This is an optimization exercise on Yosys and OpenROAD, whose aim is small area, not a production implementation.
In this exercise RTL edits were held to simulation tests only and were not proved equivalent to the original.
No activity file was given, so power comes from the tool's default toggle rates.

<file path="config.mk">
export PLATFORM = sky130hd
export DESIGN_NAME = mbcore
export DESIGN_NICKNAME = mbcore
export VERILOG_FILES = /design/flow/design.v
export SDC_FILE = /design/flow/constraint.sdc
export NUM_CORES = 4
export LEC_CHECK = 0
export CAP_MARGIN = 20
export CORE_MARGIN = 2
export CORE_UTILIZATION = 40
export PLACE_DENSITY = 0.6
export SLEW_MARGIN = 20
</file>
<file path="constraint.sdc">
create_clock -name core_clock -period 20.0 [get_ports {clk}]
set_input_delay 4.0000 -clock core_clock [delete_from_list [all_inputs] [get_ports {clk}]]
set_output_delay 4.0000 -clock core_clock [all_outputs]
set_load 0.01 [all_outputs]
</file>
<file path="design.v">
module mbcore (
    input  wire        clk,
    input  wire        rst,             
    input  wire        host_valid,
    input  wire        host_write,
    input  wire [5:0]  host_addr,
    input  wire [31:0] host_wdata,
    output reg  [31:0] host_rdata,
    input  wire        tick,
    input  wire        link_mode,
    output reg         link_req,
    output reg  [1:0]  link_op,         
    output reg  [31:0] link_wdata,
    input  wire        link_ack,
    input  wire        link_err,
    input  wire [31:0] link_code,
    input  wire [31:0] link_rdata,
    output wire [31:0] pay_addr,
    input  wire [31:0] pay_rdata,
    input  wire [4:0]  img_addr,
    output reg  [31:0] img_data,
    output reg         ev_valid,
    output reg         ev_kind,
    output reg  [31:0] ev_data
);
    localparam [15:0] CKS_POLY_P2P = 16'hA517;
    localparam [15:0] CKS_ACC0_P2P = 16'hFFF8;
    localparam [15:0] CKS_POLY_SH  = 16'hC37B;
    localparam [15:0] CKS_ACC0_SH  = 16'hC387;
    localparam [31:0] KSC_MUL      = 32'h6F646573;
    localparam [31:0] LOAD_BASE    = 32'h02000000;
    localparam [31:0] PROBE        = 32'hFA57B007;
    localparam [31:0] P_KEY_P2P    = 32'h20796220;
    localparam [31:0] P_KEY_SH     = 32'h43202F2F;
    localparam [31:0] P_IMAGE_LEN  = 32'd128;
    localparam [31:0] P_ACK_WAIT_TICKS = 32'd3;
    localparam [5:0] A_CMD = 6'h00, A_OPA = 6'h01, A_OPB = 6'h02, A_RESULT = 6'h03,
                     A_CMDSTAT = 6'h04, A_CKS_ACC = 6'h05, A_CKS_POLY = 6'h06,
                     A_CKS_HH = 6'h07, A_CKS_HL = 6'h08, A_CKS_CTL = 6'h09,
                     A_KSC_SEED = 6'h0A, A_KSC_KEY = 6'h0B, A_KSC_CTL = 6'h0C,
                     A_SEQ_STAT = 6'h0D, A_SEQ_LEN = 6'h0E, A_SEQ_BASE = 6'h0F,
                     A_SEQ_ATT = 6'h10, A_SEQ_WCNT = 6'h11, A_SEQ_LASTW = 6'h12,
                     A_SEQ_TERR = 6'h13, A_SEQ_WAIT = 6'h14;
    localparam [3:0] E_OK = 4'd0, E_ILLEGAL_OP = 4'd1, E_RSVD_BITS = 4'd2,
                     E_NOT_INIT = 4'd3, E_SEQ_BUSY = 4'd4;
    localparam [2:0] S_IDLE = 3'd0, S_SEND = 3'd1, S_ACK = 3'd2, S_SIZE = 3'd3,
                     S_STREAM = 3'd4, S_DONE = 3'd5, S_FAILED = 3'd6;
    localparam [1:0] SUB_CHECK = 2'd0, SUB_BULK = 2'd1;
    localparam [1:0] SUB_PROBE_W = 2'd0, SUB_PROBE_R = 2'd1, SUB_WAIT = 2'd2;
    localparam [2:0] C_NONE = 3'd0, C_OK = 3'd1, C_PRECOND = 3'd2, C_TIMEOUT = 3'd3,
                     C_TRANSPORT = 3'd4;
    localparam [1:0] OP_SEND_BULK = 2'd0, OP_WRITE_WORD = 2'd1, OP_READ_WORD = 2'd2;
    reg [31:0] opa, opb, result;
    reg [3:0]  cmd_err, cmd_op;
    reg [15:0] cks_acc, cks_poly;
    reg [31:0] cks_hh, cks_hl;
    reg        cks_v, cks_mode;
    reg [31:0] ksc_seed, ksc_key;
    reg        ksc_v, ksc_mode;
    reg [2:0]  seq_state;
    reg [1:0]  seq_sub;
    reg [2:0]  seq_code;
    reg        seq_vmatch;
    reg [31:0] seq_len, seq_base;
    reg [4:0]  seq_att;
    reg [31:0] seq_wcnt, seq_lastw, seq_terr, seq_wait;
    wire seq_busy = (seq_state == S_SEND) || (seq_state == S_ACK) ||
                    (seq_state == S_SIZE) || (seq_state == S_STREAM);
    always @* begin
        case (host_addr)
            A_OPA:      host_rdata = opa;
            A_OPB:      host_rdata = opb;
            A_RESULT:   host_rdata = result;
            A_CMDSTAT:  host_rdata = {24'd0, cmd_op, cmd_err};
            A_CKS_ACC:  host_rdata = {16'd0, cks_acc};
            A_CKS_POLY: host_rdata = {16'd0, cks_poly};
            A_CKS_HH:   host_rdata = cks_hh;
            A_CKS_HL:   host_rdata = cks_hl;
            A_CKS_CTL:  host_rdata = {30'd0, cks_mode, cks_v};
            A_KSC_SEED: host_rdata = ksc_seed;
            A_KSC_KEY:  host_rdata = ksc_key;
            A_KSC_CTL:  host_rdata = {30'd0, ksc_mode, ksc_v};
            A_SEQ_STAT: host_rdata = {19'd0, seq_busy, seq_vmatch, seq_code, 3'd0, seq_sub, seq_state};
            A_SEQ_LEN:  host_rdata = seq_len;
            A_SEQ_BASE: host_rdata = seq_base;
            A_SEQ_ATT:  host_rdata = {27'd0, seq_att};
            A_SEQ_WCNT: host_rdata = seq_wcnt;
            A_SEQ_LASTW: host_rdata = seq_lastw;
            A_SEQ_TERR: host_rdata = seq_terr;
            A_SEQ_WAIT: host_rdata = seq_wait;
            default:    host_rdata = 32'd0;
        endcase
    end
    wire        cmd_wr   = host_valid && host_write && (host_addr == A_CMD);
    wire [3:0]  c_op     = host_wdata[3:0];
    wire        c_mode   = host_wdata[4];
    reg  [3:0]  c_err;
    always @* begin
        if (c_op == 4'd0 || c_op > 4'd6)
            c_err = E_ILLEGAL_OP;
        else if (host_wdata[31:5] != 27'd0)
            c_err = E_RSVD_BITS;
        else if (c_mode && c_op != 4'd1 && c_op != 4'd4)
            c_err = E_RSVD_BITS;
        else if ((c_op == 4'd2 || c_op == 4'd3) && !cks_v)
            c_err = E_NOT_INIT;
        else if (c_op == 4'd5 && !ksc_v)
            c_err = E_NOT_INIT;
        else if (c_op == 4'd6 && seq_busy)
            c_err = E_SEQ_BUSY;
        else
            c_err = E_OK;
    end
    wire do_cmd = cmd_wr && (c_err == E_OK);
    wire [31:0] crc_composed = ({16'hFFFF, 16'd0} | ({24'd0, cks_hl[7:0]} << 8)) + cks_hh;
    wire [31:0] crc_word = (c_op == 4'd3) ? crc_composed : opa;
    reg [15:0] fold_a;
    reg [31:0] fold_w;
    reg        fold_fb;
    integer    i;
    always @* begin
        fold_a = cks_acc;
        fold_w = crc_word;
        for (i = 0; i < 32; i = i + 1) begin
            fold_fb = fold_a[0] ^ fold_w[0];
            fold_a  = fold_a >> 1;
            fold_w  = fold_w >> 1;
            if (fold_fb)
                fold_a = fold_a ^ cks_poly;
        end
    end
    wire [31:0] ksc_next   = ksc_seed * KSC_MUL + 32'd1;
    wire [31:0] ksc_off    = ~(opb + LOAD_BASE) + 32'd1;
    wire [31:0] ksc_masked = ksc_next ^ opa ^ ksc_off ^ ksc_key;
    wire [33:0] seq_bytes_sent = {seq_wcnt, 2'b00};
    wire        seq_more       = seq_bytes_sent < {2'b00, seq_len};
    wire [31:0] seq_expected   = LOAD_BASE + seq_len - 32'd4;
    assign pay_addr = seq_base + {seq_wcnt[29:0], 2'b00};
    always @* begin
        link_req   = 1'b0;
        link_op    = OP_WRITE_WORD;
        link_wdata = 32'd0;
        case (seq_state)
            S_SEND: if (seq_sub == SUB_BULK) begin
                link_req   = 1'b1;
                link_op    = OP_SEND_BULK;
                link_wdata = P_IMAGE_LEN;
            end
            S_ACK: if (seq_sub == SUB_PROBE_W) begin
                link_req   = 1'b1;
                link_op    = OP_WRITE_WORD;
                link_wdata = PROBE;
            end else if (seq_sub == SUB_PROBE_R) begin
                link_req   = 1'b1;
                link_op    = OP_READ_WORD;
            end
            S_SIZE: begin
                link_req   = 1'b1;
                link_op    = OP_WRITE_WORD;
                link_wdata = {2'b00, seq_len[31:2]};
            end
            S_STREAM: if (seq_more) begin
                link_req   = 1'b1;
                link_op    = OP_WRITE_WORD;
                link_wdata = pay_rdata;
            end
            default: ;
        endcase
    end
    wire link_done = link_req && link_ack;
    always @(posedge clk) begin
        if (rst) begin
            opa <= 32'd0; opb <= 32'd0; result <= 32'd0;
            cmd_err <= 4'd0; cmd_op <= 4'd0;
            cks_acc <= 16'd0; cks_poly <= 16'd0; cks_hh <= 32'd0; cks_hl <= 32'd0;
            cks_v <= 1'b0; cks_mode <= 1'b0;
            ksc_seed <= 32'd0; ksc_key <= 32'd0; ksc_v <= 1'b0; ksc_mode <= 1'b0;
            seq_state <= S_IDLE; seq_sub <= 2'd0; seq_code <= C_NONE; seq_vmatch <= 1'b0;
            seq_len <= 32'd0; seq_base <= 32'd0; seq_att <= 5'd0;
            seq_wcnt <= 32'd0; seq_lastw <= 32'd0; seq_terr <= 32'd0; seq_wait <= 32'd0;
            ev_valid <= 1'b0; ev_kind <= 1'b0; ev_data <= 32'd0;
        end else begin
            ev_valid <= 1'b0;
            if (host_valid && host_write && host_addr == A_OPA) opa <= host_wdata;
            if (host_valid && host_write && host_addr == A_OPB) opb <= host_wdata;
            if (cmd_wr) begin
                cmd_err <= c_err;
                cmd_op  <= c_op;
            end
            if (do_cmd) begin
                case (c_op)
                    4'd1: begin  
                        cks_poly <= c_mode ? CKS_POLY_P2P : CKS_POLY_SH;
                        cks_acc  <= c_mode ? CKS_ACC0_P2P : CKS_ACC0_SH;
                        cks_hh   <= opa;
                        cks_hl   <= opb;
                        cks_mode <= c_mode;
                        cks_v    <= 1'b1;
                    end
                    4'd2, 4'd3: begin  
                        cks_acc <= fold_a;
                        result  <= {16'd0, fold_a};
                    end
                    4'd4: begin  
                        ksc_seed <= opa;
                        ksc_key  <= c_mode ? P_KEY_P2P : P_KEY_SH;
                        ksc_mode <= c_mode;
                        ksc_v    <= 1'b1;
                    end
                    4'd5: begin  
                        ksc_seed <= ksc_next;
                        result   <= ksc_masked;
                    end
                    4'd6: begin  
                        seq_len    <= opa;
                        seq_base   <= opb;
                        seq_att    <= 5'd0;
                        seq_wcnt   <= 32'd0;
                        seq_lastw  <= 32'd0;
                        seq_terr   <= 32'd0;
                        seq_wait   <= 32'd0;
                        seq_code   <= C_NONE;
                        seq_vmatch <= 1'b0;
                        seq_state  <= S_SEND;
                        seq_sub    <= SUB_CHECK;
                    end
                    default: ;
                endcase
            end
            case (seq_state)
                S_SEND: begin
                    if (seq_sub == SUB_CHECK) begin
                        if (link_mode) begin
                            seq_state <= S_FAILED;
                            seq_code  <= C_PRECOND;
                            seq_sub   <= 2'd0;
                        end else begin
                            seq_sub <= SUB_BULK;
                        end
                    end else if (link_done) begin
                        seq_state <= S_ACK;
                        seq_sub   <= SUB_PROBE_W;
                    end
                end
                S_ACK: begin
                    case (seq_sub)
                        SUB_PROBE_W: if (link_done) begin
                            if (link_err) begin
                                seq_terr  <= link_code;
                                seq_state <= S_FAILED;
                                seq_code  <= C_TRANSPORT;
                                seq_sub   <= 2'd0;
                            end else begin
                                seq_sub <= SUB_PROBE_R;
                            end
                        end
                        SUB_PROBE_R: if (link_done) begin
                            if (link_err) begin
                                seq_terr  <= link_code;
                                seq_state <= S_FAILED;
                                seq_code  <= C_TRANSPORT;
                                seq_sub   <= 2'd0;
                            end else begin
                                seq_att <= seq_att + 5'd1;
                                if (link_rdata == PROBE) begin
                                    seq_state <= S_SIZE;
                                    seq_sub   <= 2'd0;
                                end else begin
                                    seq_sub  <= SUB_WAIT;
                                    seq_wait <= P_ACK_WAIT_TICKS;
                                end
                            end
                        end
                        SUB_WAIT: begin
                            if (seq_wait == 32'd0) begin
                                if (seq_att < 5'd16) begin
                                    seq_sub <= SUB_PROBE_W;
                                end else begin
                                    seq_state <= S_FAILED;
                                    seq_code  <= C_TIMEOUT;
                                    seq_sub   <= 2'd0;
                                end
                            end else if (tick) begin
                                seq_wait <= seq_wait - 32'd1;
                            end
                        end
                        default: ;
                    endcase
                end
                S_SIZE: if (link_done) begin
                    if (link_err) begin
                        seq_terr  <= link_code;
                        seq_state <= S_FAILED;
                        seq_code  <= C_TRANSPORT;
                    end else begin
                        seq_state <= S_STREAM;
                    end
                end
                S_STREAM: begin
                    if (seq_more) begin
                        if (link_done) begin
                            if (link_err) begin
                                seq_terr  <= link_code;
                                seq_state <= S_FAILED;
                                seq_code  <= C_TRANSPORT;
                            end else begin
                                seq_lastw <= pay_rdata;
                                seq_wcnt  <= seq_wcnt + 32'd1;
                                ev_valid  <= 1'b1;
                                ev_kind   <= 1'b0;
                                ev_data   <= pay_rdata;
                            end
                        end
                    end else begin
                        if (seq_wcnt != 32'd0 && seq_lastw == seq_expected) begin
                            seq_vmatch <= 1'b1;
                            ev_valid   <= 1'b1;
                            ev_kind    <= 1'b1;
                            ev_data    <= seq_lastw;
                        end
                        seq_state <= S_DONE;
                        seq_code  <= C_OK;
                    end
                end
                default: ;
            endcase
        end
    end
    always @* begin
        case (img_addr)
            5'd0: img_data = 32'hDF21ACCD;
            5'd1: img_data = 32'h7AB381FF;
            5'd2: img_data = 32'h677F492C;
            5'd3: img_data = 32'h8D64B06C;
            5'd4: img_data = 32'h4E0CD47D;
            5'd5: img_data = 32'hFB85CCCB;
            5'd6: img_data = 32'hF9A3F02F;
            5'd7: img_data = 32'h4ADBCDCA;
            5'd8: img_data = 32'hDF6E6274;
            5'd9: img_data = 32'hC9AD9B24;
            5'd10: img_data = 32'hCE517C19;
            5'd11: img_data = 32'h35153EE0;
            5'd12: img_data = 32'hFA2C7A3A;
            5'd13: img_data = 32'hAA2562DF;
            5'd14: img_data = 32'hF7358AD1;
            5'd15: img_data = 32'h933063E4;
            5'd16: img_data = 32'h6CF363DF;
            5'd17: img_data = 32'h6C4B6EB4;
            5'd18: img_data = 32'h3ADA6B61;
            5'd19: img_data = 32'hCBE23B3C;
            5'd20: img_data = 32'hF81FACB4;
            5'd21: img_data = 32'hB41AB262;
            5'd22: img_data = 32'h4C4D9ED1;
            5'd23: img_data = 32'h870A7665;
            5'd24: img_data = 32'h1AC594A8;
            5'd25: img_data = 32'hC1D38B08;
            5'd26: img_data = 32'h90050224;
            5'd27: img_data = 32'h924478C2;
            5'd28: img_data = 32'hC241405D;
            5'd29: img_data = 32'h4BFF3D7D;
            5'd30: img_data = 32'h024B4379;
            5'd31: img_data = 32'h513D67A8;
        endcase
    end
endmodule
</file>
<file path="run.sh">
#!/bin/bash
# synth_recipe.tcl (not shown) runs the flow's synth.tcl, then flattens the netlist and writes it again
# the make line also repeats each setting of config.mk as NAME=value (left out here)
make -C /OpenROAD-flow-scripts/flow DESIGN_CONFIG=/design/flow/config.mk WORK_HOME=/design/flow/orfs CLKGATE_MAP_FILE= SYNTH_SCRIPT=/design/flow/synth_recipe.tcl finish
</file>
==> run_results.csv <==
group,metric,value,unit
outcome,status,"finished clean",
sta,hold_slack,0.452,ns
critical_path,arrival,16.98,ns
finish,drive_gt1_share,5.98,%
critical_path,critPathKind,"in -> reg",
critical_path,rr_worst_depth,35,
critical_path,cp_max_fo,15,
clocking,clkTransAtPathRegs,0.06,ns
min_path,holdPathEnd,"cks_hl[30]",
global_routing,gr-total-overflow,0,
synthesis,synthTopCellsByArea,"dfxtp_1, fa_1, ha_1",
global_routing,grt_pass1_wl,278000,µm
sta,fin_crit_sh,82.2,%
clocking,clockBufferDepth,3,
clocking,cts-root-buf,"clkbuf_16",
synthesis,syn_area,45100,µm²
min_path,hold_path.class,"reg -> reg",
sta,tightest_slew,1.20,ns
drt,ant_nets,0,
min_path,min-delay-start,"cks_hl[30]",
sta,setup_viol,0,
synthesis,yosysSeqAreaShare,20.4,%
critical_path,required,20.54,ns
synthesis,yosysMostFrequentCell,"nand2_1",
sta,finalCriticalPeriod,16.44,ns
synthesis,synth_common_cells,"nand2_1, a21oi_1, dfxtp_1",
clocking,cts_tree,"built",
synthesis,async_flop_share,0,%
synthesis,synthCells,5834,
global_routing,grt_usage,31.6,%
placement,dpl.hpwl,144000,µm
critical_path,end_kind,"flop",
placement,place_congestion,1.04,
critical_path,start_kind,"primary input",
sta,clock_skew,0.0184,ns
pwr,seqPwrFrac,41.3,%
drt,post-route-drc-count,0,
drt,num_vias,44600,
sta,finalMaxSlewViolations,0,
finish,nets,6546,
drt,wl_per_cell,25.2,µm
clocking,clkLatencyLatePin,0.64,ns
critical_path,ff2ff_setup_slack,7.03,ns
clocking,cts_htree_levels,2,
drt,vias_per_cell,5.99,
pwr,p_sw,608,µW
synthesis,synth-main-ff-cell,"dfxtp_1",
die,io_pins,312,
pwr,power_density,44.1,nW/µm²
global_routing,grt_pass1_vias,41900,
finish,area_growth,13.9,%
synthesis,synth_edf_count,0,
critical_path,cp_slowest_cell,"and4bb_1",
drt,wl,188000,µm
critical_path,regToRegEndpoint,"result[1]",
sta,relSlewSlack,19.4,%
die,num_rows,123,
synthesis,ys_seq_elements,461,
synthesis,synth_fp_nets,6469,
synthesis,synth.top_cell.area_share,20.4,%
clocking,cts_buffers,54,
sta,rsz0062_at_grt,"false",
pwr,intPower,1.66,mW
synthesis,avgSynthCellArea,7.74,µm²
synthesis,synth_top_area_cell,"dfxtp_1",
clocking,ctsHoldBuffers,0,
global_routing,antenna_found_initial,4,
die,fp.dieW,340,µm
drt,drt_iter0_drc,5049,
clocking,post_cts_resized,0,
pwr,clkPwrFrac,47.1,%
min_path,min_path_cells,2,
synthesis,yosys_warnings,1,
job,drv_cap,0,
global_routing,grt_max_degree,186,
sta,finalHoldViolations,0,
die,die-area,116000,µm²
sta,fmax,60.8,MHz
critical_path,r2r_start,"cks_poly[8]",
die,dieHeight,340,µm
pwr,p_sw_share,26.8,%
clocking,cts_setup_buffers,0,
pwr,power,2.27,mW
synthesis,synth_cell_type_count,112,
pwr,p_leak,20.1,nW
placement,portBuffers,311,
die,start_util,40.2,%
drt,drt_first_pass_iters,9,
pwr,combPwrFrac,11.6,%
die,coreArea,112000,µm²
clocking,clock-sinks,461,
finish,fillers,11200,
sta,tns,0,ns
pwr,ir_drop,0.0000619,V
critical_path,slowest_delay,0.85,ns
-- metal layers --
layer / global-route usage [%] / share of wire (%) / vias up
li1: - / - / 20300
met2: 50.4 / 45 / 2169
met5: 0 / 0 / -
met1: 41.0 / 40 / 21600
met3: 5.29 / 8.6 / 486
met4: 16.2 / 6.4 / 0
-- logic make-up after synthesis --
kind of cell | after synthesis | synth area share, %
and+or+nand+nor | 1912 | 19.3
buffers and inverters | 856 | 7.27
DFF | 461 | 20.4
AOI/OAI and AO/OA | 1427 | 20.5
xor gates and xnor gates | 604 | 13.6
muxes | 86 | 2.17
adders and majority gates | 488 | 16.7
-- how the worst max path moves through the flow --
stage	slack [ns]	depth (start not counted)	from	to
floorplan	6.02	39	host_wdata[0]	result[4]
global placement	3.41	36	host_wdata[2]	cks_acc[2]
detailed placement	3.18	36	host_wdata[2]	result[1]
CTS	3.79	36	host_wdata[2]	cks_acc[2]
global route	2.72	36	host_wdata[2]	result[1]
finish	3.56	36	host_wdata[2]	result[1]
-- cell usage in the layout (no fill, tap or decap), drive strengths merged, types with 36 or more instances in the layout --
cell type	count
nand2	897
a21oi	570
dfxtp	461
inv	458
xnor2	436
nor2	340
clkdlybuf4s50	308
ha	296
o21ai	201
fa	192
nand3	184
xor2	127
buf	111
a22oi	110
nor3	98
clkbuf	79
mux2i	63
or3	60
a221oi	60
o211ai	54
nor4	50
a22o	49
and3	48
a211oi	44
a31oi	43
or2	41
xnor3	38
o21bai	37
and2	36
-- flip-flops by register name, summed over array words and instances (netlist names), 2 cells and up --
register,count
ksc_seed,32
seq_state,3
seq_att,5
seq_sub,2
cmd_op,4
cks_acc,16
seq_lastw,32
seq_wcnt,32
seq_terr,32
cmd_err,3
seq_len,32
seq_base,32
seq_wait,32
cks_hh,32
opa,32
result,32
cks_poly,3
ev_data,32
opb,32
ksc_key,3
seq_code,3
cks_hl,32
-- cell type report --
type / count / area, µm² / area share [%]
Tap cell: 1500 / 1880 / 3.65
Timing Repair Buffer: 419 / 3940 / 7.65
Sequential cell: 461 / 9240 / 18.0
Clock buffer: 79 / 1580 / 3.07
Multi-Input combinational cell: 4517 / 32800 / 63.7
Clock inverter: 20 / 299 / 0.582
Antenna cell: 1 / 2.50 / 0.00487
Inverter: 458 / 1720 / 3.34
-- worst max-delay path, delay by kind of cell --
family,cells,cell delay [ns]
compound gates,18,4.84
xor+xnor,12,5.19
buf+inv,1,0.71
simple gates,5,2.19
-- power by group through the flow --
stage / combinational (mW) / clock [mW] / sequential, mW
final: 0.262 / 1.07 / 0.937
after global routing: 0.277 / 1.11 / 0.936
after CTS: 0.257 / 1.07 / 0.936
after detailed placement: 0.256 / 0 / 0.956
after global placement: 0.257 / 0 / 0.956
after floorplan: 0.146 / 0 / 0.945
-- through the flow --
step / std cells / worst slack [ns] / util (%) / instance area [µm²]
floorplan: 5834 / 6.02 / - / 45100
global placement: 7354 / 3.41 / 44.1 / 49500
detailed placement: 7354 / 3.18 / 44.1 / 49500
CTS: 7453 / 3.79 / 45.8 / 51400
global route: 7455 / 2.72 / 45.8 / 51400
finish: 7455 / 3.56 / 45.8 / 51400

==> port drivers added, routing unchanged <==
The flow's constraints put no driver on any port. The routed layout listed below was extracted and timed again, unchanged, in two steps.
Step 1 (the two cells are an assumption about what drives the block):
set clk [get_ports {clk}]
set_driving_cell -lib_cell sky130_fd_sc_hd__clkbuf_16 $clk
set_driving_cell -lib_cell sky130_fd_sc_hd__buf_2 [delete_from_list [all_inputs] $clk]
Step 2 moves the port delays by t, midway between the first and last clock arrival at a register: inputs arrive t later, outputs are due t later. That takes back most of the time a late clock gives input paths.
a / b / c = ideal ports / drivers / drivers and shift; a / b = the first two.
shift t [ns]: 0.697
setup WS [ns]: 3.562 / 3.562 / 2.865
latest minus earliest clock arrival (ns): 0.018 / 0.018
worst slew at a driven data input, ns: 0.12
After both steps this run still meets setup and hold. For this run, drivers alone change the setup slack by 0.000 ns; drivers and shift together by -0.697 ns.
